Source: an optimization exercise on an open RTL-to-GDS flow (aim: small area, a short achievable clock period and few clock cycles). Production flows keep margins and buffers that such runs may drop. Function was checked by simulation only, so behaviour that the tests miss may differ from the original. No activity file was given, so power comes from the tool's default toggle rates.

File: design/flow/design.v
module bct_encoder (
    input  wire        clk,
    input  wire        rst,
    input  wire        start,
    output wire        ready,
    input  wire [15:0] cfg_len,     
    input  wire [1:0]  cfg_wsel,    
    input  wire        cfg_list,    
    input  wire        cfg_skip,    
    input  wire [5:0]  cfg_bw,      
    input  wire [15:0] cfg_mcl,     
    output reg         done,
    output reg         rd_req,
    output reg  [15:0] rd_idx,
    input  wire        rd_valid,
    input  wire [31:0] rd_data,
    output wire        out_valid,
    output wire [7:0]  out_data,
    input  wire        out_ready
);
    localparam K = 6;               
    localparam S_IDLE  = 4'd0;
    localparam S_RDL   = 4'd1;      
    localparam S_RDF   = 4'd2;      
    localparam S_NODE  = 4'd3;
    localparam S_SRCH  = 4'd4;
    localparam S_EMIT  = 4'd5;
    localparam S_LITW  = 4'd6;
    localparam S_LITP  = 4'd7;
    localparam S_LITL  = 4'd8;
    localparam S_RECD  = 4'd9;
    localparam S_CLOSE = 4'd10;
    localparam S_POPH  = 4'd11;     
    reg [3:0]  state;
    reg        list_r;
    reg        skip_r;
    reg [15:0] mcl_r;
    reg [5:0]  ebw_r;
    reg [15:0] f, e, l;
    reg [5:0]  b;
    reg [31:0] lowmask;             
    reg [4:0]  nb;                  
    reg        lit_f;               
    reg        pw2;                 
    reg [3:0]  lg2;                 
    reg        lupd;                
    reg [31:0] F, L;
    reg [31:0] P, A;                
    reg        cv;                  
    reg [15:0] lo, hi;
    reg        rec;                 
    reg        issued;              
    reg [31:0] pend;                
    reg [15:0] stk [0:K-1];
    reg [2:0]  scnt;
    reg [47:0] acc;
    reg [5:0]  cnt;
    reg        closing;
    reg        pv;                  
    reg [31:0] pval;
    reg [5:0]  pn;
    integer j;
    function [4:0] msb16;           
        input [15:0] v;
        integer k;
        begin
            msb16 = 5'd0;
            for (k = 0; k < 16; k = k + 1)
                if (v[k]) msb16 = k[4:0];
        end
    endfunction
    function [31:0] tmask;          
        input [5:0] n;
        integer k;
        begin
            for (k = 0; k < 32; k = k + 1)
                tmask[k] = (n > k);
        end
    endfunction
    wire [5:0]  cnt_w = cnt + (pv ? pn : 6'd0);
    wire        room  = (cnt_w <= 6'd16);
    wire [31:0] bsel  = lowmask ^ {1'b0, lowmask[31:1]};    
    wire [31:0] bsel2 = {1'b0, bsel[31:1]};                 
    wire        bitF  = |(F & bsel);
    wire        bitL  = |(L & bsel);
    wire        bitF2 = |(F & bsel2);
    wire        bitL2 = |(L & bsel2);
    wire        setsk = skip_r && !list_r;
    wire        full  = setsk && pw2 && (b == {2'b00, lg2});
    wire        full2 = setsk && pw2 && (b == {2'b00, lg2} + 6'd1);
    wire        os1   = bitF || !bitL;                      
    wire        two   = os1 && (bitF2 || !bitL2) && !full2 && (b >= 6'd2) && (nb <= 5'd4);
    wire        b_one = (b == 6'd1);
    wire        b_two = (b == 6'd2);
    wire [3:0]  z1    = bitF  ? 4'd0 : l[3:0];
    wire [3:0]  z2    = bitF2 ? 4'd0 : l[3:0];
    wire [7:0]  zz    = {4'd0, z1} | ({4'd0, z2} << nb[2:0]);
    wire        node_sp2 = (state == S_NODE) && !full && !lit_f && !os1 && (l == 16'd2);
    wire        emit_now = room && (node_sp2 || (state == S_EMIT));
    wire [15:0] fp1      = f + 16'd1;
    wire [15:0] s_emit   = (state == S_NODE) ? fp1 : lo;
    wire [16:0] sum1  = {1'b0, lo} + {1'b0, rd_idx};
    wire [15:0] idxp1 = rd_idx + 16'd1;
    wire [16:0] sum0  = {1'b0, idxp1} + {1'b0, hi};
    wire        cont1 = lo < rd_idx;
    wire        cont0 = idxp1 < hi;
    wire        pbit  = |(rd_data & bsel);
    wire        pmatch = ~|((rd_data ^ L) & tmask(ebw_r) & ~lowmask);
    wire        pred  = rec ? pmatch : pbit;
    wire [16:0] fe    = {1'b0, f} + {1'b0, e};
    wire        lit_more = (lo + 16'd2 < e);
    reg  [4:0]  lv;
    always @(*) begin
        lv = 5'd0;
        for (j = 31; j >= 1; j = j - 1)
            if (pend[j]) lv = j[4:0];
    end
    reg do_pop;
    always @(*) begin
        do_pop = 1'b0;
        case (state)
            S_RDL:  do_pop = rd_valid && !rec && full;
            S_NODE: begin
                if (full)
                    do_pop = 1'b1;
                else if (lit_f)
                    do_pop = room && (l == 16'd1);
                else if (os1)
                    do_pop = room && (b_one || (two && b_two));
                else
                    do_pop = node_sp2 && room && b_one;
            end
            S_EMIT: do_pop = room && b_one;
            S_LITL: do_pop = room;
            default: ;
        endcase
    end
    reg        put_en;
    reg [31:0] put_val;
    reg [5:0]  put_n;
    always @(*) begin
        put_en  = 1'b0;
        put_val = 32'd0;
        put_n   = 6'd0;
        case (state)
            S_NODE: begin
                if (full) begin
                end else if (lit_f) begin
                    put_en  = room;
                    put_val = F & lowmask;
                    put_n   = b;
                end else if (os1) begin
                    put_en  = room;
                    put_val = two ? {24'd0, zz} : {16'd0, bitF ? 16'd0 : l};
                    put_n   = two ? {nb, 1'b0} : {1'b0, nb};
                end else begin
                    put_en  = node_sp2 && room;
                    put_val = 32'd1;
                    put_n   = {1'b0, nb};
                end
            end
            S_EMIT: begin
                put_en  = room;
                put_val = {16'd0, lo - f};
                put_n   = {1'b0, nb};
            end
            S_LITP: begin
                put_en  = room;
                put_val = F & lowmask;
                put_n   = b;
            end
            S_LITL: begin
                put_en  = room;
                put_val = L & lowmask;
                put_n   = b;
            end
            default: ;
        endcase
    end
    assign out_valid = (cnt >= 6'd8) || (closing && !pv && cnt != 6'd0);
    assign out_data  = acc[7:0];
    assign ready     = (state == S_IDLE);
    wire        drain  = out_valid && out_ready;
    wire [47:0] merged = acc | ({16'd0, pval} << cnt[4:0]);
    wire [5:0]  cnt_p  = cnt_w;
    wire [5:0]  cfg_w   = 6'd8 << cfg_wsel;
    wire [31:0] hdr_val = cfg_list ? {16'd0, cfg_len}
                                   : ({16'd0, cfg_len - 16'd1} & tmask(cfg_w));
    wire [5:0]  hdr_n   = cfg_list ? 6'd57 : cfg_w;
    always @(posedge clk) begin
        if (rst) begin
            pv      <= 1'b0;
        end else begin
            pv      <= put_en;
        end
        pval <= put_val;
        pn   <= put_n;
        if (rst) begin
            cnt     <= 6'd0;
            closing <= 1'b0;
        end else if (state == S_IDLE) begin
            acc     <= start ? {16'd0, hdr_val} : 48'd0;
            cnt     <= start ? hdr_n : 6'd0;
            closing <= start && (cfg_len == 16'd0);
        end else begin
            if (do_pop && pend == 32'd0) closing <= 1'b1;
            if (drain) begin
                acc <= pv ? (merged >> 8) : (acc >> 8);
                cnt <= (cnt_p >= 6'd8) ? cnt_p - 6'd8 : 6'd0;
            end else begin
                if (pv) acc <= merged;
                cnt <= cnt_p;
            end
        end
    end
    reg         fl_we;
    reg  [15:0] l_fl;
    wire [4:0]  l_msb = msb16(l_fl);
    always @(*) begin
        fl_we = 1'b0;
        l_fl  = e - s_emit;
        if (state == S_IDLE) begin
            fl_we = start;
            l_fl  = cfg_len;
        end else if (lupd) begin
            fl_we = 1'b1;
            l_fl  = l;
        end else if (emit_now || state == S_RECD) begin
            fl_we = 1'b1;
        end
    end
    always @(posedge clk) begin
        if (fl_we) begin
            nb    <= (l_fl == 16'd0) ? 5'd0 : l_msb + 5'd1;
            lg2   <= l_msb[3:0];
            pw2   <= (l_fl != 16'd0) && ((l_fl & (l_fl - 16'd1)) == 16'd0);
            lit_f <= (l_fl <= ((state == S_IDLE) ? cfg_mcl : mcl_r));
        end
    end
    always @(posedge clk) begin
        if (rst) begin
            state  <= S_IDLE;
            done   <= 1'b0;
            rd_req <= 1'b0;
            pend   <= 32'd0;
            scnt   <= 3'd0;
            lupd   <= 1'b0;
            cv     <= 1'b0;
        end else begin
            done <= 1'b0;
            lupd <= 1'b0;
            if (fl_we) l <= l_fl;
            case (state)
                S_IDLE: begin
                    if (start) begin
                        list_r  <= cfg_list;
                        skip_r  <= cfg_skip;
                        mcl_r   <= cfg_mcl;
                        ebw_r   <= (cfg_bw == 6'd0) ? cfg_w : cfg_bw;
                        b       <= (cfg_bw == 6'd0) ? cfg_w : cfg_bw;
                        lowmask <= tmask((cfg_bw == 6'd0) ? cfg_w : cfg_bw);
                        f       <= 16'd0;
                        e       <= cfg_len;
                        rd_idx  <= cfg_len - 16'd1;
                        rd_req  <= (cfg_len != 16'd0);
                        rec     <= 1'b0;
                        pend    <= 32'd0;
                        scnt    <= 3'd0;
                        state   <= (cfg_len == 16'd0) ? S_CLOSE : S_RDL;
                    end
                end
                S_RDL: begin
                    if (rd_valid) begin
                        L <= rd_data;
                        if (rec) begin
                            lo <= 16'd0;
                            if (e == 16'd1) begin
                                rd_req <= 1'b0;
                                state  <= S_RECD;
                            end else begin
                                hi     <= e - 16'd1;
                                rd_idx <= (e - 16'd1) >> 1;
                                state  <= S_SRCH;
                            end
                        end else if (full) begin
                            rd_req <= 1'b0;
                        end else if (l == 16'd1) begin
                            F      <= rd_data;
                            rd_req <= 1'b0;
                            state  <= S_NODE;
                        end else begin
                            rd_idx <= f;
                            state  <= S_RDF;
                        end
                    end
                end
                S_RDF: begin
                    if (rd_valid) begin
                        F      <= rd_data;
                        rd_req <= 1'b0;
                        state  <= S_NODE;
                    end
                end
                S_NODE: begin
                    if (full) begin
                    end else if (lit_f) begin
                        if (room) begin
                            lo <= fp1;
                            if (l == 16'd2) begin
                                state <= S_LITL;
                            end else if (l != 16'd1) begin
                                rd_idx <= fp1;
                                rd_req <= 1'b1;
                                state  <= S_LITW;
                            end
                        end
                    end else if (os1) begin
                        if (room) begin
                            if (two) begin
                                b       <= b - 6'd2;
                                lowmask <= {2'b00, lowmask[31:2]};
                            end else begin
                                b       <= b - 6'd1;
                                lowmask <= {1'b0, lowmask[31:1]};
                            end
                        end
                    end else if (l != 16'd2) begin
                        lo     <= fp1;
                        hi     <= e - 16'd1;
                        F      <= L;
                        if (!b_one) begin
                            P <= F;
                            A <= F;
                        end
                        rd_idx <= fe[16:1];
                        rd_req <= 1'b1;
                        state  <= S_SRCH;
                    end
                end
                S_SRCH: begin
                    if (rd_valid) begin
                        if (pred) begin
                            hi <= rd_idx;
                            F  <= rd_data;
                            if (cont1) begin
                                rd_idx <= sum1[16:1];
                            end else begin
                                rd_req <= 1'b0;
                                state  <= rec ? S_RECD : S_EMIT;
                            end
                        end else begin
                            lo <= idxp1;
                            if (!b_one) A <= rd_data;
                            if (cont0) begin
                                rd_idx <= sum0[16:1];
                            end else begin
                                rd_req <= 1'b0;
                                state  <= rec ? S_RECD : S_EMIT;
                            end
                        end
                    end
                end
                S_LITW: begin
                    if (rd_valid) begin
                        F <= rd_data;
                        if (room && lit_more) begin
                            lo     <= lo + 16'd1;
                            rd_idx <= lo + 16'd1;
                            issued <= 1'b1;
                        end else begin
                            rd_req <= 1'b0;
                            issued <= 1'b0;
                        end
                        state <= S_LITP;
                    end
                end
                S_LITP: begin
                    if (room) begin
                        if (issued) begin
                            state <= S_LITW;
                        end else if (lit_more) begin
                            lo     <= lo + 16'd1;
                            rd_idx <= lo + 16'd1;
                            rd_req <= 1'b1;
                            state  <= S_LITW;
                        end else begin
                            state <= S_LITL;
                        end
                    end
                end
                S_RECD: begin
                    f      <= lo;
                    rec    <= 1'b0;
                    rd_idx <= lo;
                    rd_req <= 1'b1;
                    state  <= S_RDF;
                end
                S_EMIT, S_LITL: ;
                S_POPH: state <= S_NODE;
                S_CLOSE: begin
                    if (!pv && (cnt == 6'd0 || (drain && cnt <= 6'd8))) begin
                        done  <= 1'b1;
                        state <= S_IDLE;
                    end
                end
                default: state <= S_IDLE;
            endcase
            if (emit_now && !b_one) begin
                pend[b - 6'd1] <= 1'b1;
                stk[0] <= f;
                for (j = 1; j < K; j = j + 1)
                    stk[j] <= stk[j-1];
                if (scnt != K) scnt <= scnt + 3'd1;
                f       <= s_emit;
                b       <= b - 6'd1;
                lowmask <= {1'b0, lowmask[31:1]};
                if (state == S_NODE) begin
                    F <= L;
                    P <= F;
                    A <= F;
                end
                cv      <= 1'b1;
                state   <= S_NODE;
            end
            if (do_pop) begin
                if (pend == 32'd0) begin
                    state <= S_CLOSE;
                end else begin
                    pend[lv] <= 1'b0;
                    e        <= f;
                    b        <= {1'b0, lv};
                    lowmask  <= tmask({1'b0, lv});
                    rd_idx   <= f - 16'd1;
                    rd_req   <= !cv;
                    cv       <= 1'b0;
                    F        <= P;
                    L        <= A;
                    if (scnt != 3'd0) begin
                        f    <= stk[0];
                        l    <= f - stk[0];
                        lupd <= 1'b1;
                        for (j = 0; j < K - 1; j = j + 1)
                            stk[j] <= stk[j+1];
                        scnt <= scnt - 3'd1;
                        rec  <= 1'b0;
                    end else begin
                        rec  <= 1'b1;
                    end
                    state <= cv ? S_POPH : S_RDL;
                end
            end
        end
    end
endmodule
File: design/flow/run.sh
#!/bin/bash
# synth_recipe.tcl (not shown) runs the flow's synth.tcl, then flattens the netlist and writes it again
# the make line also repeats each setting of config.mk as NAME=value (left out here)
make -C /OpenROAD-flow-scripts/flow DESIGN_CONFIG=/design/flow/config.mk WORK_HOME=/design/flow/orfs CLKGATE_MAP_FILE= SYNTH_SCRIPT=/design/flow/synth_recipe.tcl finish
File: design/flow/config.mk
export PLATFORM = sky130hd
export DESIGN_NAME = bct_encoder
export DESIGN_NICKNAME = bct_encoder
export VERILOG_FILES = /design/flow/design.v
export SDC_FILE = /design/flow/constraint.sdc
export NUM_CORES = 4
export LEC_CHECK = 0
export ABC_CLOCK_PERIOD_IN_PS = 3500
export CAP_MARGIN = 20
export CORE_MARGIN = 2
export CORE_UTILIZATION = 40
export SETUP_SLACK_MARGIN = 4.5
export SLEW_MARGIN = 20
File: design/flow/constraint.sdc
create_clock -name core_clock -period 8.0 [get_ports {clk}]
set_input_delay 1.6000 -clock core_clock [delete_from_list [all_inputs] [get_ports {clk}]]
set_output_delay 1.6000 -clock core_clock [all_outputs]
set_load 0.01 [all_outputs]
==> results by group, run 1 <==
Finish
  • Fin nets: around 6200
  • Fin util: 0.556
  • Layout overhead on the synthesized area: 38.5%
  • Final Cell Area: between 60000 and 70000 um2
  • Layout cells sized above 1: 0.298
  • Final std cells w/o fill: 7560

Synthesis
  • Synth Area per Inst: around 8.4 um2
  • Mapped Cells: 5536
  • Synthesized flop and latch total: 532
  • Most area-hungry cell type in the Yosys netlist: edfxtp_1
  • Post-synth EDFFs: 443
  • Multiplexer share of the synthesized area: 0.0738
  • Synth unique cells: 97
  • Ys Warns: 2
  • Post-Synth Simple-Gate Area: 0.163
  • Fraction of registers with async set/reset: 0
  • Compound-gate portion of the synthesized area: 0.276
  • Post-Syn Area: ~46000 um2
  • Largest family of logic cells by synthesized area: compound AO/OA/AOI/OAI gates
  • Post-synth top area share: 0.286
  • Syn nets: between 5000 and 6000
  • Synth Area in Adders: 0.0543
  • Dominant cells by area after synthesis: edfxtp_1 (29%), ha_1 (5.1%), mux2i_1 (4.6%), nand2_1 (4.5%), o21ai_0 (4.0%)
  • Post-Synth XOR/XNOR Area: 0.0469
  • Post-synth top flop: edfxtp_1
  • Sequential share of the synthesized area: 0.325

Clock network
  • Maximum clock insertion buffer count: 3
  • CTS hold repair buffers: 0
  • Root Buffer: clkbuf_16
  • CTS tree: built
  • Clock Latency Late Sink: about 700 ps
  • Cts bufs inserted: slightly above 70
  • CTS sink count: between 500 and 600
  • H-tree depth: 3
  • Reg clk slew, reported paths: about 70 ps

Setup path
  • Critical Path RT: around 8600 ps
  • Critical-path cell list: inv_1, xnor2_2, mux2i_1, ha_1, nand2b_1, or3_4, or2_4, a211oi_4, o21ai_2, nand2_2, buf_6, nor2b_1, or3_4, ha_4, a21oi_1, a31o_2
  • Worst Setup SP: f[13]
  • Setup crit end kind: flop
  • Crit path DAT: slightly above 5000 ps
  • Crit path max fanout: 9
  • Worst r2r src: f[13]
  • CP Class: reg -> reg
  • Startpoint Class: flop
  • Crit-path slowest cell: edfxtp_1
  • Top Family by Delay on Critical Path: simple AND/OR/NAND/NOR gates
  • Max incr delay on CP: between 600 and 700 ps
  • Critical Path Most Common Cell: or3_4
  • Worst Path Buf+Inv: 2

Global route
  • Initial antenna violation count: 9
  • Pin count of the biggest net entering global routing: 150
  • Vias in the first global route: around 48000
  • Grt total ovfl: 0
  • First-pass GRT wire length: about 350 mm
  • GRT Total Usage: 0.397

Detailed routing
  • WL per Instance: ~33 um
  • Post-detailed-route count of antenna-violating nets: 0
  • Routed vias: 52288
  • Routed WL: approximately 250 mm
  • 1st-pass router iterations: 9
  • DR vias/cell: 6.92
  • Drt drc: 0
  • Initial DRC count: 7794

Pwr
  • Lkg Pwr: 0.0251 uW
  • Power density cells: approximately 390 nW/um2
  • Peak VDD IR: 0.000233 V

STA
  • Worst Skew: about 34 ps
  • Slew Limit Fails: 0
  • RSZ-0062 raised after global routing: yes
  • Fin Setup TNS: 0 ps
  • Final hold violations: 0
  • Worst-Margin Slew: about 1100 ps
  • Crit path time final: about 4500 ps
  • Fin crit share: 0.563
  • Final setup vio count: 0
  • Slew HR: 0.260
  • WHS: around 500 ps
  • Fmax: ~0.22 GHz

Placement
  • Gp weighted congestion: around 1
  • Area after DPL: about 49000 um2
  • Dpl cells: ~6800
  • Port Buf Inserts: ~110
  • Final HPWL from detailed placement: between 150 and 200 mm

Worst hold path
  • Path type of the worst min-delay path: reg -> reg
  • HP Start: stk[4][5]

Floorplan
  • Core area: 116000 um2
  • Die Ht: approximately 340 um
  • DIE AREA: around 120000 um2
  • I/O pin count: approximately 110
  • Initial Util: 0.401
  • Die X: between 300 and 400 um
  • Floorplan row count: 125

Outcome
  • Status: no timing/DRC/antenna violations

Run
  • # Max-Cap Violations: 0
## final timing paths
kind	cells past startpoint	slack (ps)	to
worst max-delay path	16	3490	nb[2]
worst min-delay path	0	500	stk[5][5]
worst max register to register	16	3490	nb[2]
worst min register to register	0	500	stk[5][5]
## report_power, final
group | switching [uW] | internal (uW) | total (uW)
sequential | 1180 | 4130 | 5310
clock | 1440 | 1930 | 3370
combinational | 9800 | 6560 | 16400
## synth_stat cells (82+ instances only)
library cell  instances
dfxtp_1              89
edfxtp_1            443
xnor2_1             159
o21ai_0             370
xor2_1               90
a21oi_1             337
a31oi_1             160
mux2i_1             212
nor3_1               94
ha_1                188
a22oi_1             117
nor2_1              488
nand2b_1             96
a21o_1               97
clkbuf_1            414
inv_1               166
a211oi_1             91
nand3_1              82
nand2_1             558
## kinds of logic after synthesis
| logic type | Yosys count |
|---|---|
| fa+ha+maj | 198 |
| buf+inv | 706 |
| flops | 532 |
| mux | 311 |
| simple gates | 1640 |
| xor+xnor | 249 |
| compound gates | 1900 |
## registers in the layout, summed over array words and instances, names as in the netlist, 32 cells and up
name / flops
stk: 96
acc: 48
A: 32
F: 32
L: 32
P: 32
lowmask: 32
pend: 32
pval: 32
## cell usage in the layout, fill, tap and decap left out, drive strengths merged, types with 160 or more instances in the layout
cell type  instances
buf              776
nand2            558
nor2             490
edfxtp           443
o21ai            403
a21oi            338
mux2i            212
ha               188
inv              162
a31oi            160
## stage by stage
stage / setup WS (ps) / power [uW]
finish: 3490 / 25000
global route: 3380 / 25800
CTS: 3590 / 23100
detailed placement: 1770 / 17400
global placement: 1790 / 17400
floorplan: 1170 / 13100
## cell type report
cell class	count	area [um2]
Fill cell	10056	51400
Multi-Input combinational cell	4322	34200
Sequential cell	532	15100
Timing Repair Buffer	871	10000
Clock buffer	96	2000
Tap cell	1524	1910
Inverter	174	718
Clock inverter	35	358
Antenna cell	5	12.5
Timing Repair inverter	1	5.00
## per-layer routing
layer | wire [um] | GRT usage | vias up | part of all wire
li1 | - | - | 21789 | -
met1 | 95900 | 0.525 | 25468 | 0.39
met2 | 102000 | 0.572 | 4004 | 0.41
met3 | 34100 | 0.130 | 1021 | 0.14
met4 | 17200 | 0.213 | 6 | 0.069
met5 | 39 | 0 | - | 0.00016
## timing repair
item                                   in CTS  in global routing
pin swaps                                 258                235
setup endpoints to repair                 509                512
buffers inserted                          443                107
cloned                                     85                 10
endpoints found under the hold margin       0                  0
resized for setup                        1068                504
Testbench counts, summed over its fixed seeds: cycles 121,501.
==> run 2: changes to the inputs <==
--- a/design/flow/config.mk
+++ b/design/flow/config.mk
@@ -6,8 +6,7 @@
 export NUM_CORES = 4
 export LEC_CHECK = 0
-export ABC_CLOCK_PERIOD_IN_PS = 3500
 export CAP_MARGIN = 20
 export CORE_MARGIN = 2
 export CORE_UTILIZATION = 40
-export SETUP_SLACK_MARGIN = 4.5
+export PLACE_DENSITY = 0.5
 export SLEW_MARGIN = 20
==> run 2 against run 1 <==
Compared with the run above:
- still clean on timing, DRC and antenna
- final cell count is 8.4% lower
- via count is 12% lower
- global-route usage is 4.3 points lower
- flip-flop and latch count stayed put
- sequential share of layout area is 6.0 points higher
- combinational power is 27% lower
- clock skew is 2.0 ps lower
- critical path type unchanged
- largest power group unchanged
==> results by group, run 2 <==
Outcome
  • Status: no timing/DRC/antenna violations

Detailed routing
  • Metal-1 WL: 93.5 mm
  • Initial DRC count: between 6000 and 7000
  • Routed WL: 216 mm
  • DR vias/cell: 6.64
  • Routed vias: 45962
  • Post-detailed-route count of antenna-violating nets: 0
  • WL per Instance: 31.2 um
  • Routed wl met2: 88.1 mm
  • Drt drc: 0
  • Top layer in use: met5
  • 1st-pass router iterations: 7
  • Met3 wire length: between 20 and 25 mm

Clock network
  • Clock Latency Late Sink: ~690 ps
  • CTS resizes: 0
  • Setup Fix Bufs, Post-CTS: 0
  • Root Buffer: clkbuf_16
  • CTS hold repair buffers: 0
  • Reg clk slew, reported paths: 70 ps
  • Cts bufs inserted: 72
  • H-tree depth: 3
  • Maximum clock insertion buffer count: 3
  • CTS tree: built
  • CTS sink count: approximately 530

Finish
  • Layout overhead on the synthesized area: 10.3%
  • Final Cell Area: ~51000 um2
  • Largest register FFs: 96
  • Filler cells: 11547
  • Commonest non-fill, non-tap cell in the layout: nand2_1
  • Top Registers: stk: 96 flops, acc: 48 flops
  • Fin nets: between 5000 and 6000
  • Fin util: 0.443
  • Most frequent cells in the layout: nand2_1 (556), nor2_1 (482), edfxtp_1 (443)
  • Layout cells sized above 1: 0.0830
  • Register with the most flip-flops: stk

Synthesis
  • Mapped Cells: roughly 5500
  • Synth unique cells: 97
  • Post-synth top flop: edfxtp_1
  • Post-synth top area share: 0.286
  • Synthesized flop and latch total: between 500 and 600
  • Synth cell count leaders: nand2_1 (558), nor2_1 (488), edfxtp_1 (443), clkbuf_1 (414), o21ai_0 (370)
  • Dominant cells by area after synthesis: edfxtp_1 (29%), ha_1 (5.1%), mux2i_1 (4.6%), nand2_1 (4.5%), o21ai_0 (4.0%)
  • Most area-hungry cell type in the Yosys netlist: edfxtp_1
  • Sequential share of the synthesized area: 0.325
  • Ys Warns: 2
  • Post-synth EDFFs: 443
  • Syn nets: just under 6000
  • Fraction of registers with async set/reset: 0
  • Synth Area per Inst: 8.39 um2
  • Most frequent cell after synthesis: nand2_1
  • Post-Syn Area: roughly 46000 um2

Global route
  • Initial antenna violation count: 11
  • First-pass GRT wire length: approximately 310 mm
  • Pin count of the biggest net entering global routing: 145
  • GRT Total Usage: 0.353
  • Grt total ovfl: 0
  • Vias in the first global route: 42282

STA
  • Worst-Margin Slew: 1160 ps
  • Slew Limit Fails: 0
  • Crit path time final: around 6400 ps
  • Slew HR: 0.218
  • WHS: approximately 500 ps
  • Final setup margin: about 1600 ps
  • RSZ-0062 raised after global routing: no
  • Final setup vio count: 0
  • Worst Skew: ~32 ps
  • Final hold violations: 0
  • Fin Setup TNS: 0 ps
  • Fin crit share: 0.803
  • Fmax: 0.156 GHz

Placement
  • Gp weighted congestion: approximately 1.1
  • Pre-CTS setup slack: between 1500 and 2000 ps
  • Area after DPL: a little under 50000 um2
  • Final HPWL from detailed placement: 158 mm
  • Port Buf Inserts: approximately 110

Run
  • # Max-Cap Violations: 0

Floorplan
  • Die X: 345 um
  • I/O pin count: 107
  • Core area: 116000 um2
  • Initial Util: 0.401
  • Floorplan row count: ~130
  • DIE AREA: between 100000 and 150000 um2
  • Die Ht: 345 um

Setup path
  • Crit-path slowest cell: a31oi_1
  • Startpoint Class: flop
  • Worst Path Buf+Inv: 2
  • Max incr delay on CP: slightly above 800 ps
  • Crit path max fanout: 13
  • Critical-path cell list: inv_1, nor4_1, nand2_1, or2_2, nor3b_1, xnor2_1, ha_1, nand4_1, nor4_1, a221oi_1, o21ai_0, a221oi_1, buf_4, a31oi_1, nor2_1, o221ai_1, a32oi_1
  • Crit path DAT: 6800 ps
  • Worst R2R Setup Slack: about 1600 ps
  • Setup crit end kind: flop
  • CP Class: reg -> reg
  • Critical Path RT: about 8400 ps
  • Top Family by Delay on Critical Path: simple AND/OR/NAND/NOR gates

Pwr
  • Power density cells: 410 nW/um2
  • Peak VDD IR: around 0.00018 V
  • Lkg Pwr: around 0.019 uW

Worst hold path
  • Path type of the worst min-delay path: reg -> reg
==> run 2: cell counts after synthesis <==
Identical to the previous run, type by type.
==> run 2: final timing paths <==
check | start | to | depth (start not counted)
max | rd_idx[2] | rd_idx[10] | 17
min | stk[4][9] | stk[5][9] | 0
max reg2reg | rd_idx[2] | rd_idx[10] | 17
min reg2reg | stk[4][9] | stk[5][9] | 0
==> run 2: area by class of cell <==
cell class / count / area [um2] / area share
Timing Repair Buffer: 258 / 2270 / 0.0443
Antenna cell: 8 / 20.0 / 0.000391
Sequential cell: 532 / 15100 / 0.295
Inverter: 174 / 657 / 0.0128
Multi-Input combinational cell: 4298 / 28800 / 0.563
Tap cell: 1524 / 1910 / 0.0372
Clock buffer: 99 / 2070 / 0.0404
Clock inverter: 34 / 387 / 0.00755
==> run 2: logic make-up after synthesis <==
kind of cell / count (synthesis) / synth area share
muxes: 311 / 0.0738
buffers and inverters: 706 / 0.0606
adders and majority gates: 198 / 0.0543
xor gates and xnor gates: 249 / 0.0469
DFF: 532 / 0.325
AOI/OAI and AO/OA: 1900 / 0.276
and+or+nand+nor: 1640 / 0.163
==> run 2: per-stage QoR <==
stage	std cells	total power [uW]
finish	6927	21000
global route	6919	22000
CTS	6919	20600
detailed placement	6786	17100
global placement	6786	17100
floorplan	5536	12800
==> run 2: metal layers <==
layer,vias up,track usage
met5,-,0
met2,2613,0.503
met1,22378,0.503
li1,20430,-
met3,529,0.0834
met4,12,0.161
==> run 2: power breakdown <==
group / switching (uW) / leakage, uW / internal (uW)
logic: 7620 / 0.0130 / 4360
registers: 1500 / 0.00503 / 4130
clock network: 1440 / 0.00119 / 1970
total: 10600 / 0.0192 / 10500
==> run 3: changes to the inputs <==
--- a/design/flow/design.v
+++ b/design/flow/design.v
@@ -31,5 +31,4 @@
     localparam S_RECD  = 4'd9;
     localparam S_CLOSE = 4'd10;
-    localparam S_POPH  = 4'd11;     
     reg [3:0]  state;
     reg        list_r;
@@ -46,6 +45,4 @@
     reg        lupd;                
     reg [31:0] F, L;
-    reg [31:0] P, A;                
-    reg        cv;                  
     reg [15:0] lo, hi;
     reg        rec;                 
@@ -246,5 +243,4 @@
             scnt   <= 3'd0;
             lupd   <= 1'b0;
-            cv     <= 1'b0;
         end else begin
             done <= 1'b0;
@@ -329,8 +325,4 @@
                         hi     <= e - 16'd1;
                         F      <= L;
-                        if (!b_one) begin
-                            P <= F;
-                            A <= F;
-                        end
                         rd_idx <= fe[16:1];
                         rd_req <= 1'b1;
@@ -351,5 +343,4 @@
                         end else begin
                             lo <= idxp1;
-                            if (!b_one) A <= rd_data;
                             if (cont0) begin
                                 rd_idx <= sum0[16:1];
@@ -397,5 +388,4 @@
                 end
                 S_EMIT, S_LITL: ;
-                S_POPH: state <= S_NODE;
                 S_CLOSE: begin
                     if (!pv && (cnt == 6'd0 || (drain && cnt <= 6'd8))) begin
@@ -415,10 +405,5 @@
                 b       <= b - 6'd1;
                 lowmask <= {1'b0, lowmask[31:1]};
-                if (state == S_NODE) begin
-                    F <= L;
-                    P <= F;
-                    A <= F;
-                end
-                cv      <= 1'b1;
+                if (state == S_NODE) F <= L;
                 state   <= S_NODE;
             end
@@ -432,8 +417,5 @@
                     lowmask  <= tmask({1'b0, lv});
                     rd_idx   <= f - 16'd1;
-                    rd_req   <= !cv;
-                    cv       <= 1'b0;
-                    F        <= P;
-                    L        <= A;
+                    rd_req   <= 1'b1;
                     if (scnt != 3'd0) begin
                         f    <= stk[0];
@@ -447,5 +429,5 @@
                         rec  <= 1'b1;
                     end
-                    state <= cv ? S_POPH : S_RDL;
+                    state <= S_RDL;
                 end
             end
==> run 3 against run 2 <==
Compared with the run above:
- final cell count fell by 9.1%
- utilization rose by 0.51 points
- synthesized cell count fell by 9.6%
- cell area fell by 12%
- flip-flop and latch count fell by 65
- via count fell by 9.8%
- combinational power fell by 24%
- critical path type unchanged
- still clean
==> results by group, run 3 <==
Synthesis
  • Sequential share of the synthesized area: 0.324
  • Fraction of registers with async set/reset: 0
  • Post-Syn Area: a little over 40000 um2
  • Synth Area per Inst: 8.12 um2
  • Dominant cells by area after synthesis: edfxtp_1 (28%), ha_1 (5.8%), nand2_1 (5.3%), nor2_1 (4.9%), a21oi_1 (4.7%)
  • Most frequent cell after synthesis: nand2_1
  • Synth cell count leaders: nand2_1 (568), nor2_1 (530), a21oi_1 (385), edfxtp_1 (379), clkbuf_1 (307)
  • Synthesized flop and latch total: between 400 and 500
  • Ys Warns: 2
  • Post-synth top area share: 0.280
  • Synth unique cells: between 90 and 100
  • Mapped Cells: 5002
  • Post-synth EDFFs: roughly 380
  • Most area-hungry cell type in the Yosys netlist: edfxtp_1
  • Syn nets: between 5000 and 6000
  • Post-synth top flop: edfxtp_1

Global route
  • Initial antenna violation count: 4
  • GRT Total Usage: 0.347
  • Vias in the first global route: 38493
  • First-pass GRT wire length: between 200 and 300 mm
  • Pin count of the biggest net entering global routing: 146
  • Grt total ovfl: 0

Floorplan
  • Core area: 100000 um2
  • Die Ht: approximately 320 um
  • Floorplan row count: between 100 and 150
  • Die X: ~320 um
  • I/O pin count: ~110
  • DIE AREA: 104000 um2
  • Initial Util: 0.405

STA
  • Final hold violations: 0
  • Fmax: about 0.17 GHz
  • Slew Limit Fails: 0
  • Worst Skew: around 31 ps
  • WHS: roughly 470 ps
  • RSZ-0062 raised after global routing: no
  • Slew HR: 0.184
  • Fin crit share: 0.750
  • Final setup margin: 2000 ps
  • Crit path time final: roughly 6000 ps
  • Worst-Margin Slew: ~1200 ps
  • Fin Setup TNS: 0 ps
  • Final setup vio count: 0

Pwr
  • Peak VDD IR: between 0.00015 and 0.0002 V
  • Overall Power: approximately 17000 uW
  • Lkg Pwr: 0.0167 uW
  • Power density cells: 373 nW/um2

Finish
  • Register with the most flip-flops: stk
  • Layout cells sized above 1: 0.0667
  • Most frequent cells in the layout: nand2_1 (567), nor2_1 (518), a21oi_1 (385)
  • Fin nets: 5157
  • Largest register FFs: 96
  • Final std cells w/o fill: between 6000 and 7000
  • Layout overhead on the synthesized area: 10.6%
  • Top Registers: stk: 96 flops, acc: 48 flops
  • Multi-input gate area: between 20000 and 30000 um2
  • Commonest non-fill, non-tap cell in the layout: nand2_1
  • Filler cells: around 10000
  • Sequential Area: 13100 um2

Clock network
  • Setup Fix Bufs, Post-CTS: 0
  • CTS tree: built
  • CTS resizes: 0
  • Maximum clock insertion buffer count: 3
  • H-tree depth: 2
  • Cts bufs inserted: 60
  • Reg clk slew, reported paths: roughly 60 ps
  • Clock Latency Late Sink: slightly below 700 ps
  • Root Buffer: clkbuf_16
  • CTS hold repair buffers: 0
  • CTS sink count: between 400 and 500

Placement
  • Pre-CTS setup slack: slightly below 2000 ps
  • Gp weighted congestion: 1.01
  • Dpl cells: 6177
  • Port Buf Inserts: 106
  • Final HPWL from detailed placement: 136 mm

Setup path
  • Crit path DAT: between 6000 and 7000 ps
  • Setup crit end kind: flop
  • Critical Path RT: around 8500 ps
  • Startpoint Class: flop
  • CP Class: reg -> reg
  • Crit path max fanout: 26

Detailed routing
  • WL per Instance: slightly below 30 um
  • DR vias/cell: roughly 6.6
  • Routed WL: roughly 190 mm
  • Initial DRC count: 5306
  • Routed vias: approximately 41000
  • Post-detailed-route count of antenna-violating nets: 0
  • Drt drc: 0
  • 1st-pass router iterations: 9

Worst hold path
  • Path type of the worst min-delay path: reg -> reg

Run
  • # Max-Cap Violations: 0

Outcome
  • Status: no timing/DRC/antenna violations
-- run 3: cell types whose count changed after synthesis, sizes merged, moves of 50 or more --
cell    delta
mux2i    -134
mux2      -62
clkbuf   -104
edfxtp    -64
a22o      -62
o21ai    -110
a21o      -59
a21oi     +50
-- run 3: cell type report --
type,count,area share
tap,1357,0.0378
antenna,5,0.000279
clock inverter,30,0.00529
inverter,201,0.0170
timing repair buffer,220,0.0441
multi-input combinational,3932,0.562
sequential,467,0.293
clock buffer,84,0.0410
-- run 3: worst paths after layout --
kind,from,endpoint,slack (ps),cells past startpoint
hold / removal,stk[4][15],stk[5][15],470,0
hold reg to reg,stk[4][15],stk[5][15],470,0
setup / recovery,state[1],pw2,2000,15
setup reg to reg,state[1],pw2,2000,15
-- run 3: worst max-delay path: stages (launching register included) --
cell      delay [ps]
dfxtp_1          790
nand3_2          720
nor2_1           410
a21oi_1          160
ha_1             460
o2111a_1         270
o21a_1           130
o31ai_1           90
a311oi_1         600
xor2_1           160
a221o_1          480
nor4_1           660
nand3_1          260
nor4b_1          320
nor2_1            90
a211oi_1         190
-- run 3: per-stage QoR --
stage | instance area [um2] | util
4_1_cts | 44900 | 0.447
3_3_place_gp | 42800 | 0.427
5_1_grt | 44900 | 0.448
6_report | 44900 | 0.448
3_5_place_dp | 42800 | 0.427
2_1_floorplan | 40600 | -
-- run 3: cell families after synthesis --
| logic type | count (synthesis) | synth area share |
|---|---|---|
| and+or+nand+nor | 1699 | 0.191 |
| muxes | 113 | 0.0331 |
| AOI/OAI and AO/OA | 1678 | 0.278 |
| buffers and inverters | 603 | 0.0590 |
| DFF | 467 | 0.324 |
| xor gates and xnor gates | 243 | 0.0524 |
| adders and majority gates | 199 | 0.0624 |
-- run 3: power breakdown --
| group | switching, uW | internal (uW) |
|---|---|---|
| registers | 1200 | 3520 |
| clock network | 1210 | 1680 |
| logic | 5870 | 3290 |
-- run 3: per-layer routing --
metal / vias up / GRT usage / share of wire
li1: 18526 / - / -
met1: 20158 / 0.455 / 0.41
met2: 2237 / 0.543 / 0.45
met3: 513 / 0.0534 / 0.079
met4: 4 / 0.200 / 0.067
met5: - / 0 / 0.00015
Testbench counts of run 3, summed over its fixed seeds: cycles 132,254.
==> run 4: changes to the inputs <==
--- a/design/flow/design.v
+++ b/design/flow/design.v
@@ -19,5 +19,5 @@
     input  wire        out_ready
 );
-    localparam K = 6;               
+    localparam K = 5;               
     localparam S_IDLE  = 4'd0;
     localparam S_RDL   = 4'd1;      
@@ -31,4 +31,5 @@
     localparam S_RECD  = 4'd9;
     localparam S_CLOSE = 4'd10;
+    localparam S_RECP  = 4'd11;     
     reg [3:0]  state;
     reg        list_r;
@@ -39,13 +40,9 @@
     reg [5:0]  b;
     reg [31:0] lowmask;             
-    reg [4:0]  nb;                  
-    reg        lit_f;               
-    reg        pw2;                 
-    reg [3:0]  lg2;                 
-    reg        lupd;                
     reg [31:0] F, L;
     reg [15:0] lo, hi;
     reg        rec;                 
     reg        issued;              
+    reg        fk;                  
     reg [31:0] pend;                
     reg [15:0] stk [0:K-1];
@@ -84,8 +81,10 @@
     wire        bitL2 = |(L & bsel2);
     wire        setsk = skip_r && !list_r;
-    wire        full  = setsk && pw2 && (b == {2'b00, lg2});
-    wire        full2 = setsk && pw2 && (b == {2'b00, lg2} + 6'd1);
+    wire [4:0]  nb    = (l == 16'd0) ? 5'd0 : msb16(l) + 5'd1;    
+    wire        lit_f = (l <= mcl_r);
+    wire        full  = setsk && (bsel[31:15] == 17'd0) && (l == {bsel[14:0], 1'b0});
+    wire        full2 = setsk && (bsel[31:16] == 16'd0) && (l == bsel[15:0]);
     wire        os1   = bitF || !bitL;                      
-    wire        two   = os1 && (bitF2 || !bitL2) && !full2 && (b >= 6'd2) && (nb <= 5'd4);
+    wire        two   = os1 && (bitF2 || !bitL2) && !full2 && (b >= 6'd2) && (l[15:4] == 12'd0);
     wire        b_one = (b == 6'd1);
     wire        b_two = (b == 6'd2);
@@ -99,12 +98,13 @@
     wire [16:0] sum1  = {1'b0, lo} + {1'b0, rd_idx};
     wire [15:0] idxp1 = rd_idx + 16'd1;
-    wire [16:0] sum0  = {1'b0, idxp1} + {1'b0, hi};
-    wire        cont1 = lo < rd_idx;
-    wire        cont0 = idxp1 < hi;
+    wire [17:0] sum0w = {1'b0, rd_idx, 1'b1} + {1'b0, hi, 1'b1};    
+    wire [16:0] sum0  = sum0w[17:1];
+    wire        cont1 = (lo != rd_idx);
+    wire        cont0 = (idxp1 != hi);
     wire        pbit  = |(rd_data & bsel);
-    wire        pmatch = ~|((rd_data ^ L) & tmask(ebw_r) & ~lowmask);
-    wire        pred  = rec ? pmatch : pbit;
+    wire        pmatch = ~|((F ^ L) & tmask(ebw_r) & ~lowmask);
+    wire        pred  = pbit;
     wire [16:0] fe    = {1'b0, f} + {1'b0, e};
-    wire        lit_more = (lo + 16'd2 < e);
+    wire        lit_more = (lo != hi);      
     reg  [4:0]  lv;
     always @(*) begin
@@ -211,26 +211,17 @@
         end
     end
-    reg         fl_we;
-    reg  [15:0] l_fl;
-    wire [4:0]  l_msb = msb16(l_fl);
+    reg         l_we;
+    reg  [15:0] l_new;
     always @(*) begin
-        fl_we = 1'b0;
-        l_fl  = e - s_emit;
+        l_we  = 1'b0;
+        l_new = e - lo;
         if (state == S_IDLE) begin
-            fl_we = start;
-            l_fl  = cfg_len;
-        end else if (lupd) begin
-            fl_we = 1'b1;
-            l_fl  = l;
+            l_we  = start;
+            l_new = cfg_len;
+        end else if (node_sp2) begin
+            l_we  = emit_now;
+            l_new = 16'd1;
         end else if (emit_now || state == S_RECD) begin
-            fl_we = 1'b1;
-        end
-    end
-    always @(posedge clk) begin
-        if (fl_we) begin
-            nb    <= (l_fl == 16'd0) ? 5'd0 : l_msb + 5'd1;
-            lg2   <= l_msb[3:0];
-            pw2   <= (l_fl != 16'd0) && ((l_fl & (l_fl - 16'd1)) == 16'd0);
-            lit_f <= (l_fl <= ((state == S_IDLE) ? cfg_mcl : mcl_r));
+            l_we  = 1'b1;
         end
     end
@@ -242,9 +233,7 @@
             pend   <= 32'd0;
             scnt   <= 3'd0;
-            lupd   <= 1'b0;
         end else begin
             done <= 1'b0;
-            lupd <= 1'b0;
-            if (fl_we) l <= l_fl;
+            if (l_we) l <= l_new;
             case (state)
                 S_IDLE: begin
@@ -258,10 +247,11 @@
                         f       <= 16'd0;
                         e       <= cfg_len;
-                        rd_idx  <= cfg_len - 16'd1;
+                        rd_idx  <= 16'd0;
+                        fk      <= 1'b1;
                         rd_req  <= (cfg_len != 16'd0);
                         rec     <= 1'b0;
                         pend    <= 32'd0;
                         scnt    <= 3'd0;
-                        state   <= (cfg_len == 16'd0) ? S_CLOSE : S_RDL;
+                        state   <= (cfg_len == 16'd0) ? S_CLOSE : S_RDF;
                     end
                 end
@@ -281,4 +271,8 @@
                         end else if (full) begin
                             rd_req <= 1'b0;
+                        end else if (fk) begin
+                            fk     <= 1'b0;
+                            rd_req <= 1'b0;
+                            state  <= S_NODE;
                         end else if (l == 16'd1) begin
                             F      <= rd_data;
@@ -293,7 +287,14 @@
                 S_RDF: begin
                     if (rd_valid) begin
-                        F      <= rd_data;
-                        rd_req <= 1'b0;
-                        state  <= S_NODE;
+                        F <= rd_data;
+                        if (fk && l != 16'd1) begin
+                            rd_idx <= e - 16'd1;
+                            state  <= S_RDL;
+                        end else begin
+                            if (fk) L <= rd_data;
+                            fk     <= 1'b0;
+                            rd_req <= 1'b0;
+                            state  <= S_NODE;
+                        end
                     end
                 end
@@ -303,4 +304,5 @@
                         if (room) begin
                             lo <= fp1;
+                            hi <= e - 16'd2;
                             if (l == 16'd2) begin
                                 state <= S_LITL;
@@ -331,5 +333,9 @@
                 end
                 S_SRCH: begin
-                    if (rd_valid) begin
+                    if (rd_valid && rec) begin
+                        F      <= rd_data;
+                        rd_req <= 1'b0;
+                        state  <= S_RECP;
+                    end else if (rd_valid) begin
                         if (pred) begin
                             hi <= rd_idx;
@@ -356,6 +362,6 @@
                         F <= rd_data;
                         if (room && lit_more) begin
-                            lo     <= lo + 16'd1;
-                            rd_idx <= lo + 16'd1;
+                            lo     <= idxp1;
+                            rd_idx <= idxp1;
                             issued <= 1'b1;
                         end else begin
@@ -371,6 +377,6 @@
                             state <= S_LITW;
                         end else if (lit_more) begin
-                            lo     <= lo + 16'd1;
-                            rd_idx <= lo + 16'd1;
+                            lo     <= idxp1;
+                            rd_idx <= idxp1;
                             rd_req <= 1'b1;
                             state  <= S_LITW;
@@ -380,4 +386,25 @@
                     end
                 end
+                S_RECP: begin
+                    if (pmatch) begin
+                        hi <= rd_idx;
+                        if (cont1) begin
+                            rd_idx <= sum1[16:1];
+                            rd_req <= 1'b1;
+                            state  <= S_SRCH;
+                        end else begin
+                            state  <= S_RECD;
+                        end
+                    end else begin
+                        lo <= idxp1;
+                        if (cont0) begin
+                            rd_idx <= sum0[16:1];
+                            rd_req <= 1'b1;
+                            state  <= S_SRCH;
+                        end else begin
+                            state  <= S_RECD;
+                        end
+                    end
+                end
                 S_RECD: begin
                     f      <= lo;
@@ -421,5 +448,4 @@
                         f    <= stk[0];
                         l    <= f - stk[0];
-                        lupd <= 1'b1;
                         for (j = 0; j < K - 1; j = j + 1)
                             stk[j] <= stk[j+1];
==> run 4 against run 3 <==
Compared with the run above:
- still clean on timing, DRC and antenna
- combinational power fell by 0.9%
- routed wire length increased by 2.3%
- cell area is 3.1% lower
- sequential power down 6.8%
- utilization is 0.45 points lower
- clock skew is 1.8 ps higher
- critical path depth down 2
- non-clock buffer count rose by 30
==> results by group, run 4 <==
Synthesis
  • Syn nets: 5042
  • Synth Area per Inst: between 8 and 9 um2
  • Ys Warns: 2
  • Synth cell count leaders: nand2_1 (414), nor2_1 (387), edfxtp_1 (353), o21ai_0 (322), a21oi_1 (307)
  • Sequential share of the synthesized area: 0.312
  • Most frequent cell after synthesis: nand2_1
  • Post-synth top area share: 0.268
  • Synthesized flop and latch total: 440
  • Post-synth EDFFs: ~350
  • Most area-hungry cell type in the Yosys netlist: edfxtp_1
  • Post-Syn Area: approximately 40000 um2
  • Post-synth top flop: edfxtp_1
  • Fraction of registers with async set/reset: 0
  • Mapped Cells: approximately 4800
  • Dominant cells by area after synthesis: edfxtp_1 (27%), ha_1 (4.6%), dfxtp_1 (4.4%), o21ai_0 (4.1%), nand2_1 (3.9%)
  • Synth unique cells: between 90 and 100

Finish
  • Multi-input gate area: ~25000 um2
  • Filler cells: between 9000 and 10000
  • Layout overhead on the synthesized area: 10.0%
  • Register with the most flip-flops: stk
  • Layout cells sized above 1: 0.0727
  • Fin util: 0.443
  • Final Cell Area: about 43000 um2
  • Final std cells w/o fill: roughly 6000
  • Most frequent cells in the layout: nand2_1 (412), nor2_1 (379), edfxtp_1 (353)
  • Largest register FFs: 80
  • Commonest non-fill, non-tap cell in the layout: nand2_1
  • Top Registers: stk: 80 flops, acc: 48 flops
  • Fin nets: roughly 4900
  • Sequential Area: 12300 um2

Setup path
  • Crit path DAT: roughly 6400 ps
  • Critical Path RT: around 8600 ps
  • CP Class: reg -> reg
  • Reg2reg path depth: 13
  • Worst R2R Setup Slack: approximately 2200 ps
  • Startpoint Class: flop
  • Worst r2r src: lowmask[30]
  • Setup crit end kind: flop
  • Crit path max fanout: 62
  • FF-to-FF End: scnt[2]

Global route
  • Vias in the first global route: approximately 38000
  • M3 GR Usage: 0.0571
  • M2 GR Usage: 0.554
  • Grt total ovfl: 0
  • GRT Total Usage: 0.360
  • Initial antenna violation count: 5
  • Pin count of the biggest net entering global routing: between 80 and 90
  • First-pass GRT wire length: between 200 and 300 mm
  • GR peak layer: met2
  • M1 GR Usage: 0.485

STA
  • Fin crit share: 0.724
  • Fin Setup TNS: 0 ps
  • Crit path time final: between 5000 and 6000 ps
  • Slew HR: 0.219
  • RSZ-0062 raised after global routing: no
  • WHS: approximately 480 ps
  • Worst Skew: 32.4 ps
  • Slew Limit Fails: 0
  • Fmax: around 0.17 GHz
  • Worst-Margin Slew: around 1200 ps
  • Final setup vio count: 0
  • Final hold violations: 0

Pwr
  • Lkg Pwr: between 0.015 and 0.02 uW
  • Power density cells: ~370 nW/um2
  • Peak VDD IR: 0.000192 V

Clock network
  • CTS tree: built
  • Root Buffer: clkbuf_16
  • CTS hold repair buffers: 0
  • Cts bufs inserted: 56
  • Clock Latency Late Sink: roughly 700 ps
  • Reg clk slew, reported paths: approximately 60 ps
  • Setup Fix Bufs, Post-CTS: 0
  • CTS sink count: 440
  • Maximum clock insertion buffer count: 3
  • CTS resizes: 0
  • H-tree depth: 2

Placement
  • Dpl cells: 5929
  • Area after DPL: 41700 um2
  • Port Buf Inserts: 106
  • Final HPWL from detailed placement: 138 mm
  • Gp weighted congestion: a little over 1

Outcome
  • Status: no timing/DRC/antenna violations

Detailed routing
  • WL per Instance: 31.4 um
  • Routed vias: around 41000
  • DR vias/cell: ~6.9
  • Post-detailed-route count of antenna-violating nets: 0
  • 1st-pass router iterations: 6
  • Drt drc: 0
  • Initial DRC count: 5802
  • Routed WL: approximately 190 mm

Floorplan
  • Die X: around 320 um
  • I/O pin count: 107
  • Core area: 98100 um2
  • Initial Util: 0.403
  • Floorplan row count: around 120
  • Die Ht: 318 um
  • DIE AREA: between 100000 and 150000 um2

Worst hold path
  • Hold Path Depth: 0
  • Hold path endpoint: stk[4][9]
  • Path type of the worst min-delay path: reg -> reg
  • HP Start: stk[3][9]

Run
  • # Max-Cap Violations: 0
==> run 4: report_power, final <==
group	total, uW	internal (uW)	switching [uW]
logic	9080	3230	5850
registers	4400	3280	1120
clock network	2580	1410	1170
==> run 4: how the worst max path moves through the flow <==
stage | start | to | slack (ps)
5_1_grt | cnt[1] | pend[0] | 2010
2_1_floorplan | rst | L[0] | 120
6_report | lowmask[30] | scnt[2] | 2210
3_3_place_gp | rd_data[26] | F[24] | 2190
4_1_cts | lowmask[30] | f[8] | 2170
3_5_place_dp | rd_data[26] | F[22] | 2090
==> run 4: final cells by class <==
| class | instances | area share |
|---|---|---|
| clock inverters | 35 | 0.00642 |
| repair buffers | 250 | 0.0497 |
| multi-input cells | 3779 | 0.573 |
| diodes | 1 | 0.0000575 |
| inverters | 174 | 0.0152 |
| flip-flops and latches | 440 | 0.284 |
| well taps | 1287 | 0.0370 |
| clock buffers | 70 | 0.0348 |
==> run 4: kinds of logic (layout without fill, tap and decap cells) <==
| logic type | Yosys count | after routing | share of synthesized area |
|---|---|---|---|
| xor+xnor | 285 | 285 | 0.0652 |
| fa+ha+maj | 153 | 153 | 0.0497 |
| buf+inv | 592 | 529 | 0.0613 |
| mux | 135 | 135 | 0.0400 |
| other cells | 0 | 1 | 0 |
| compound gates | 1625 | 1625 | 0.280 |
| flops | 440 | 440 | 0.312 |
| simple gates | 1581 | 1581 | 0.192 |
==> run 4: routing by layer <==
metal  up-vias  routed length [um]
li1      18074                   -
met1     20214               77600
met2      2497               82800
met3       570               17300
met4         2               11900
met5         -                  12
==> run 4: worst max-delay path: stages (launching register included) <==
cell      delay [ps]
edfxtp_1         600
inv_1            160
ha_1             460
a222oi_1         570
nor4b_1          470
and4_1           530
nand2b_1         100
buf_4            190
and2_1           440
a31o_4           410
a21oi_4          570
buf_4            660
o221ai_1         240
a211oi_1         250
==> run 4: through the flow <==
stage,setup WS [ps],power [uW]
after floorplan,115,9810
after global placement,2190,13200
after detailed placement,2090,13100
after CTS,2170,15700
after global routing,2010,16800
final,2210,16100
Testbench counts of run 4, summed over its fixed seeds: cycles 135,485.
==> run 5: changes to the inputs <==
--- a/design/flow/design.v
+++ b/design/flow/design.v
@@ -32,4 +32,5 @@
     localparam S_CLOSE = 4'd10;
     localparam S_RECP  = 4'd11;     
+    localparam S_SKIP  = 4'd12;     
     reg [3:0]  state;
     reg        list_r;
@@ -48,9 +49,10 @@
     reg [15:0] stk [0:K-1];
     reg [2:0]  scnt;
-    reg [47:0] acc;
+    reg [31:0] acc;
     reg [5:0]  cnt;
     reg        closing;
     reg        pv;                  
-    reg [31:0] pval;
+    reg [15:0] pval;
+    reg        half;                
     reg [5:0]  pn;
     integer j;
@@ -72,6 +74,6 @@
         end
     endfunction
-    wire [5:0]  cnt_w = cnt + (pv ? pn : 6'd0);
-    wire        room  = (cnt_w <= 6'd16);
+    reg  [5:0]  cw;                 
+    wire        room  = (cw <= 6'd16);
     wire [31:0] bsel  = lowmask ^ {1'b0, lowmask[31:1]};    
     wire [31:0] bsel2 = {1'b0, bsel[31:1]};                 
@@ -92,4 +94,6 @@
     wire [3:0]  z2    = bitF2 ? 4'd0 : l[3:0];
     wire [7:0]  zz    = {4'd0, z1} | ({4'd0, z2} << nb[2:0]);
+    wire        wide   = (b > 6'd16);
+    wire        lit_go = room && (!wide || half);
     wire        node_sp2 = (state == S_NODE) && !full && !lit_f && !os1 && (l == 16'd2);
     wire        emit_now = room && (node_sp2 || (state == S_EMIT));
@@ -117,10 +121,10 @@
         do_pop = 1'b0;
         case (state)
-            S_RDL:  do_pop = rd_valid && !rec && full;
+            S_SKIP: do_pop = 1'b1;
             S_NODE: begin
                 if (full)
                     do_pop = 1'b1;
                 else if (lit_f)
-                    do_pop = room && (l == 16'd1);
+                    do_pop = lit_go && (l == 16'd1);
                 else if (os1)
                     do_pop = room && (b_one || (two && b_two));
@@ -129,14 +133,17 @@
             end
             S_EMIT: do_pop = room && b_one;
-            S_LITL: do_pop = room;
+            S_LITL: do_pop = lit_go;
             default: ;
         endcase
     end
     reg        put_en;
-    reg [31:0] put_val;
+    reg [15:0] put_val;
     reg [5:0]  put_n;
+    wire [31:0] lit_v  = ((state == S_LITL) ? L : F) & lowmask;
+    wire [15:0] lit_fv = half ? lit_v[31:16] : lit_v[15:0];
+    wire [5:0]  lit_fn = wide ? (half ? b - 6'd16 : 6'd16) : b;
     always @(*) begin
         put_en  = 1'b0;
-        put_val = 32'd0;
+        put_val = 16'd0;
         put_n   = 6'd0;
         case (state)
@@ -145,13 +152,13 @@
                 end else if (lit_f) begin
                     put_en  = room;
-                    put_val = F & lowmask;
-                    put_n   = b;
+                    put_val = lit_fv;
+                    put_n   = lit_fn;
                 end else if (os1) begin
                     put_en  = room;
-                    put_val = two ? {24'd0, zz} : {16'd0, bitF ? 16'd0 : l};
+                    put_val = two ? {8'd0, zz} : (bitF ? 16'd0 : l);
                     put_n   = two ? {nb, 1'b0} : {1'b0, nb};
                 end else begin
                     put_en  = node_sp2 && room;
-                    put_val = 32'd1;
+                    put_val = 16'd1;
                     put_n   = {1'b0, nb};
                 end
@@ -159,16 +166,11 @@
             S_EMIT: begin
                 put_en  = room;
-                put_val = {16'd0, lo - f};
+                put_val = lo - f;
                 put_n   = {1'b0, nb};
             end
-            S_LITP: begin
+            S_LITP, S_LITL: begin
                 put_en  = room;
-                put_val = F & lowmask;
-                put_n   = b;
-            end
-            S_LITL: begin
-                put_en  = room;
-                put_val = L & lowmask;
-                put_n   = b;
+                put_val = lit_fv;
+                put_n   = lit_fn;
             end
             default: ;
@@ -179,6 +181,7 @@
     assign ready     = (state == S_IDLE);
     wire        drain  = out_valid && out_ready;
-    wire [47:0] merged = acc | ({16'd0, pval} << cnt[4:0]);
-    wire [5:0]  cnt_p  = cnt_w;
+    wire [31:0] merged = acc | ({16'd0, pval} << cnt[4:0]);
+    wire [5:0]  cnt_p  = cw;
+    wire [5:0]  cnt_d  = drain ? ((cw >= 6'd8) ? cw - 6'd8 : 6'd0) : cw;
     wire [5:0]  cfg_w   = 6'd8 << cfg_wsel;
     wire [31:0] hdr_val = cfg_list ? {16'd0, cfg_len}
@@ -195,11 +198,14 @@
         if (rst) begin
             cnt     <= 6'd0;
+            cw      <= 6'd0;
             closing <= 1'b0;
         end else if (state == S_IDLE) begin
-            acc     <= start ? {16'd0, hdr_val} : 48'd0;
+            acc     <= start ? hdr_val : 32'd0;
             cnt     <= start ? hdr_n : 6'd0;
+            cw      <= start ? hdr_n : 6'd0;
             closing <= start && (cfg_len == 16'd0);
         end else begin
             if (do_pop && pend == 32'd0) closing <= 1'b1;
+            cw <= cnt_d + (put_en ? put_n : 6'd0);
             if (drain) begin
                 acc <= pv ? (merged >> 8) : (acc >> 8);
@@ -235,4 +241,7 @@
         end else begin
             done <= 1'b0;
+            if (((state == S_NODE && !full && lit_f) || state == S_LITP || state == S_LITL)
+                && room && wide)
+                half <= !half;
             if (l_we) l <= l_new;
             case (state)
@@ -240,4 +249,5 @@
                     if (start) begin
                         list_r  <= cfg_list;
+                        half    <= 1'b0;
                         skip_r  <= cfg_skip;
                         mcl_r   <= cfg_mcl;
@@ -271,4 +281,5 @@
                         end else if (full) begin
                             rd_req <= 1'b0;
+                            state  <= S_SKIP;
                         end else if (fk) begin
                             fk     <= 1'b0;
@@ -302,5 +313,5 @@
                     if (full) begin
                     end else if (lit_f) begin
-                        if (room) begin
+                        if (lit_go) begin
                             lo <= fp1;
                             hi <= e - 16'd2;
@@ -361,5 +372,5 @@
                     if (rd_valid) begin
                         F <= rd_data;
-                        if (room && lit_more) begin
+                        if (room && lit_more && !wide) begin
                             lo     <= idxp1;
                             rd_idx <= idxp1;
@@ -373,5 +384,5 @@
                 end
                 S_LITP: begin
-                    if (room) begin
+                    if (lit_go) begin
                         if (issued) begin
                             state <= S_LITW;
@@ -414,5 +425,5 @@
                     state  <= S_RDF;
                 end
-                S_EMIT, S_LITL: ;
+                S_EMIT, S_LITL, S_SKIP: ;
                 S_CLOSE: begin
                     if (!pv && (cnt == 6'd0 || (drain && cnt <= 6'd8))) begin
--- a/design/flow/config.mk
+++ b/design/flow/config.mk
@@ -10,3 +10,4 @@
 export CORE_UTILIZATION = 40
 export PLACE_DENSITY = 0.5
+export SETUP_SLACK_MARGIN = 3.5
 export SLEW_MARGIN = 20
==> run 5 against run 4 <==
Compared with the run above:
- area after synthesis fell by 6.0%
- final cell count fell by 1.5%
- via count is 3.4% lower
- fmax is 26% higher
- sequential power decreased by 14%
- flip-flop and latch count shrank 31
- highest routed layer unchanged
- total power decreased by 6.5%
- global-route usage grew 2.0 points
- routed wire length fell by 0.37%
- register-to-register slack improved by 1200 ps
- sequential share of layout area is 1.5 points lower
==> results by group, run 5 <==
Floorplan
  • DIE AREA: 95300 um2
  • Floorplan row count: approximately 110
  • Initial Util: 0.405
  • Die X: 309 um
  • I/O pin count: approximately 110
  • Die Ht: 309 um
  • Core area: around 90000 um2

STA
  • Crit path time final: 4580 ps
  • Fin crit share: 0.572
  • Worst Skew: roughly 27 ps
  • Worst-Margin Slew: about 1200 ps
  • Fin Setup TNS: 0 ps
  • Fmax: 0.218 GHz
  • RSZ-0062 raised after global routing: yes
  • Slew Limit Fails: 0
  • Slew HR: 0.210
  • Final setup vio count: 0
  • Final hold violations: 0

Synthesis
  • Dominant cells by area after synthesis: edfxtp_1 (27%), nand2_1 (5.3%), ha_1 (5.0%), nor2_1 (4.5%), a21oi_1 (4.5%)
  • Synth unique cells: 103
  • Synth Area per Inst: 8.06 um2
  • Most area-hungry cell type in the Yosys netlist: edfxtp_1
  • Sequential share of the synthesized area: 0.311
  • Post-synth top flop: edfxtp_1
  • Ys Warns: 2
  • Synthesized flop and latch total: between 400 and 500
  • Mapped Cells: 4608
  • Post-synth EDFFs: around 340
  • Most frequent cell after synthesis: nand2_1
  • Post-Syn Area: approximately 37000 um2
  • Syn nets: 4841
  • Synth cell count leaders: nand2_1 (521), nor2_1 (449), edfxtp_1 (338), a21oi_1 (333), clkbuf_1 (285)
  • Fraction of registers with async set/reset: 0
  • Post-synth top area share: 0.273

Setup path
  • Critical Path RT: between 8000 and 9000 ps
  • CP Class: reg -> reg
  • Reg2reg path depth: 18
  • Worst R2R Setup Slack: ~3400 ps
  • Worst Setup SP: lowmask[28]
  • Startpoint Class: flop
  • Max incr delay on CP: around 480 ps
  • Crit path DAT: roughly 5100 ps
  • FF-to-FF End: cw[5]
  • Crit-path slowest cell: edfxtp_1
  • Worst r2r src: lowmask[28]
  • Crit path max fanout: 5
  • Setup crit end kind: flop
  • Critical-path cell list: xor2_1, a22o_1, a221oi_1, and3_1, nand4_1, o2111a_2, nand2_4, mux2_2, o21ai_1, a21oi_1, nor2_1, ha_1, a21oi_2, o21bai_1, a21oi_2, xor2_1, xnor2_1, o22ai_1

Finish
  • Final std cells w/o fill: roughly 5900
  • Multi-input gate area: 24200 um2
  • Layout cells sized above 1: 0.118
  • Sequential Area: 11600 um2
  • Commonest non-fill, non-tap cell in the layout: nand2_1
  • Register with the most flip-flops: stk
  • Largest register FFs: 80
  • Fin util: 0.469
  • Most frequent cells in the layout: nand2_1 (513), nor2_1 (434), edfxtp_1 (338)
  • Layout overhead on the synthesized area: 16.0%
  • Filler cells: around 9100
  • Fin nets: 4891

Detailed routing
  • WL per Instance: about 32 um
  • Initial DRC count: roughly 5100
  • Routed vias: between 30000 and 40000
  • Drt drc: 0
  • Routed WL: about 190 mm
  • DR vias/cell: between 6 and 7
  • 1st-pass router iterations: 6
  • Post-detailed-route count of antenna-violating nets: 0

Global route
  • Vias in the first global route: approximately 37000
  • Grt total ovfl: 0
  • Initial antenna violation count: 6
  • Pin count of the biggest net entering global routing: 73
  • GRT Total Usage: 0.380
  • First-pass GRT wire length: between 200 and 300 mm

Run
  • # Max-Cap Violations: 0

Clock network
  • CTS tree: built
  • H-tree depth: 2
  • CTS sink count: about 400
  • Clock Latency Late Sink: 680 ps
  • Reg clk slew, reported paths: around 60 ps
  • Maximum clock insertion buffer count: 3
  • CTS hold repair buffers: 0
  • Cts bufs inserted: 52
  • Root Buffer: clkbuf_16

Placement
  • Port Buf Inserts: between 100 and 150
  • Final HPWL from detailed placement: approximately 130 mm
  • Gp weighted congestion: around 1.0
  • Dpl cells: around 5700

Worst hold path
  • Path type of the worst min-delay path: reg -> reg
  • Hold path endpoint: stk[4][6]
  • HP Start: stk[3][6]
  • Hold Path Depth: 0

Pwr
  • Lkg Pwr: approximately 0.016 uW
  • Power density cells: 348 nW/um2
  • Peak VDD IR: 0.000205 V

Outcome
  • Status: no timing/DRC/antenna violations
-- run 5: cell types whose count changed after synthesis, sizes merged, moves of 33 or more --
cell,before,now
o211ai,79,30
nand2,414,522
nor2,387,449
nand2b,94,52
nor3,202,139
nand3,165,90
a22oi,151,118
o21ai,332,289
-- run 5: how the worst max path moves through the flow --
stage	end	depth (start not counted)	slack [ps]
detailed placement	rd_idx[14]	12	1890
floorplan	cw[5]	21	3570
finish	cw[5]	18	3420
CTS	cw[5]	18	3340
global placement	rd_idx[14]	12	1890
global route	cw[5]	21	3350
-- run 5: kinds of logic (layout without fill, tap and decap cells) --
family,Yosys count,after routing,share of synthesized area
other cells,0,2,0
xor+xnor,283,283,0.0708
buf+inv,557,642,0.0600
simple gates,1556,1556,0.195
flops,409,409,0.311
fa+ha+maj,154,154,0.0533
compound gates,1538,1543,0.278
mux,111,111,0.0315
-- run 5: area by class of cell --
class / count / share of cell area
clock inverters: 25 / 0.00578
diodes: 2 / 0.000116
multi-input cells: 3647 / 0.561
well taps: 1243 / 0.0361
clock buffers: 69 / 0.0333
inverters: 176 / 0.0157
flip-flops and latches: 409 / 0.269
repair buffers: 372 / 0.0790
-- run 5: where the power goes --
group          switching (uW)  total, uW  internal [uW]  leakage (uW)
logic                    5620       8820           3190        0.0113
registers                 808       3770           2960       0.00382
clock network            1060       2430           1360      0.000825
total                    7490      15000           7520        0.0159
-- run 5: per-stage QoR --
| stage | setup slack, ps | hold slack (ps) | total power (uW) | instance area [um2] |
|---|---|---|---|---|
| 6_report | 3420 | 474 | 15000 | 43100 |
| 2_1_floorplan | 3570 | 451 | 8530 | 37200 |
| 3_5_place_dp | 1890 | 465 | 11500 | 39200 |
| 5_1_grt | 3350 | 475 | 15600 | 43100 |
| 3_3_place_gp | 1890 | 462 | 11600 | 39200 |
| 4_1_cts | 3340 | 470 | 14400 | 42300 |
-- run 5: repair_timing --
action	4_1_cts	5_1_grt
pin swaps	16	37
endpoints found under the setup margin	296	209
resized for setup	86	93
endpoints found under the hold margin	0	0
cloned	5	6
setup buffers	111	40
-- run 5: layer usage --
metal / track usage / routed length, um
met5: 0 / 43
met4: 0.194 / 11600
met3: 0.0791 / 19900
met2: 0.565 / 79900
met1: 0.520 / 77500
-- run 5: critical path, delay by kind of cell, from the launching register on --
kind | cells | cell delay (ps)
mux | 1 | 340
fa+ha+maj | 1 | 300
simple gates | 4 | 860
compound gates | 9 | 1860
flops | 1 | 480
xor+xnor | 3 | 610
Testbench counts of run 5, summed over its fixed seeds: cycles 135,851.

separate check: timing with driven ports:
No port has a modelled driver above. Below, the same layouts with a new extraction and two added sets of constraints. Step 1 (the two cells are an assumption about what drives the block):
set clk [get_ports {clk}]
set_driving_cell -lib_cell sky130_fd_sc_hd__clkbuf_16 $clk
set_driving_cell -lib_cell sky130_fd_sc_hd__buf_2 [delete_from_list [all_inputs] $clk]
Step 2 also shifts input and output timing later by t, the mid clock arrival at the registers, as if the neighbouring blocks saw the same clock. Slacks: ideal ports / drivers / drivers and shift; pairs: ideal ports / drivers.
run | t, ns | slack for setup (ns) | worst hold slack (ns) | latest minus earliest clock arrival (ns) | worst data-port slew with drivers (ns)
run 1 | 0.739 | 3.495 / 3.495 / 3.172 | 0.501 / 0.501 / 0.501 | 0.034 / 0.034 | 0.08
run 2 | 0.748 | 1.575 / 1.575 / 1.281 | 0.487 / 0.487 / 0.487 | 0.033 / 0.033 | 0.13
run 3 | 0.748 | 2.002 / 2.002 / 1.829 | 0.475 / 0.475 / 0.475 | 0.030 / 0.031 | 0.11
run 4 | 0.753 | 2.210 / 2.210 / 1.965 | 0.479 / 0.479 / 0.479 | 0.032 / 0.032 | 0.06
run 5 | 0.740 | 3.422 / 3.422 / 2.776 | 0.474 / 0.474 / 0.474 | 0.027 / 0.027 | 0.09
After both steps setup and hold are still met in every run listed. For run 5, which loses most, drivers alone change the setup slack by 0.000 ns; drivers and shift together by -0.646 ns.
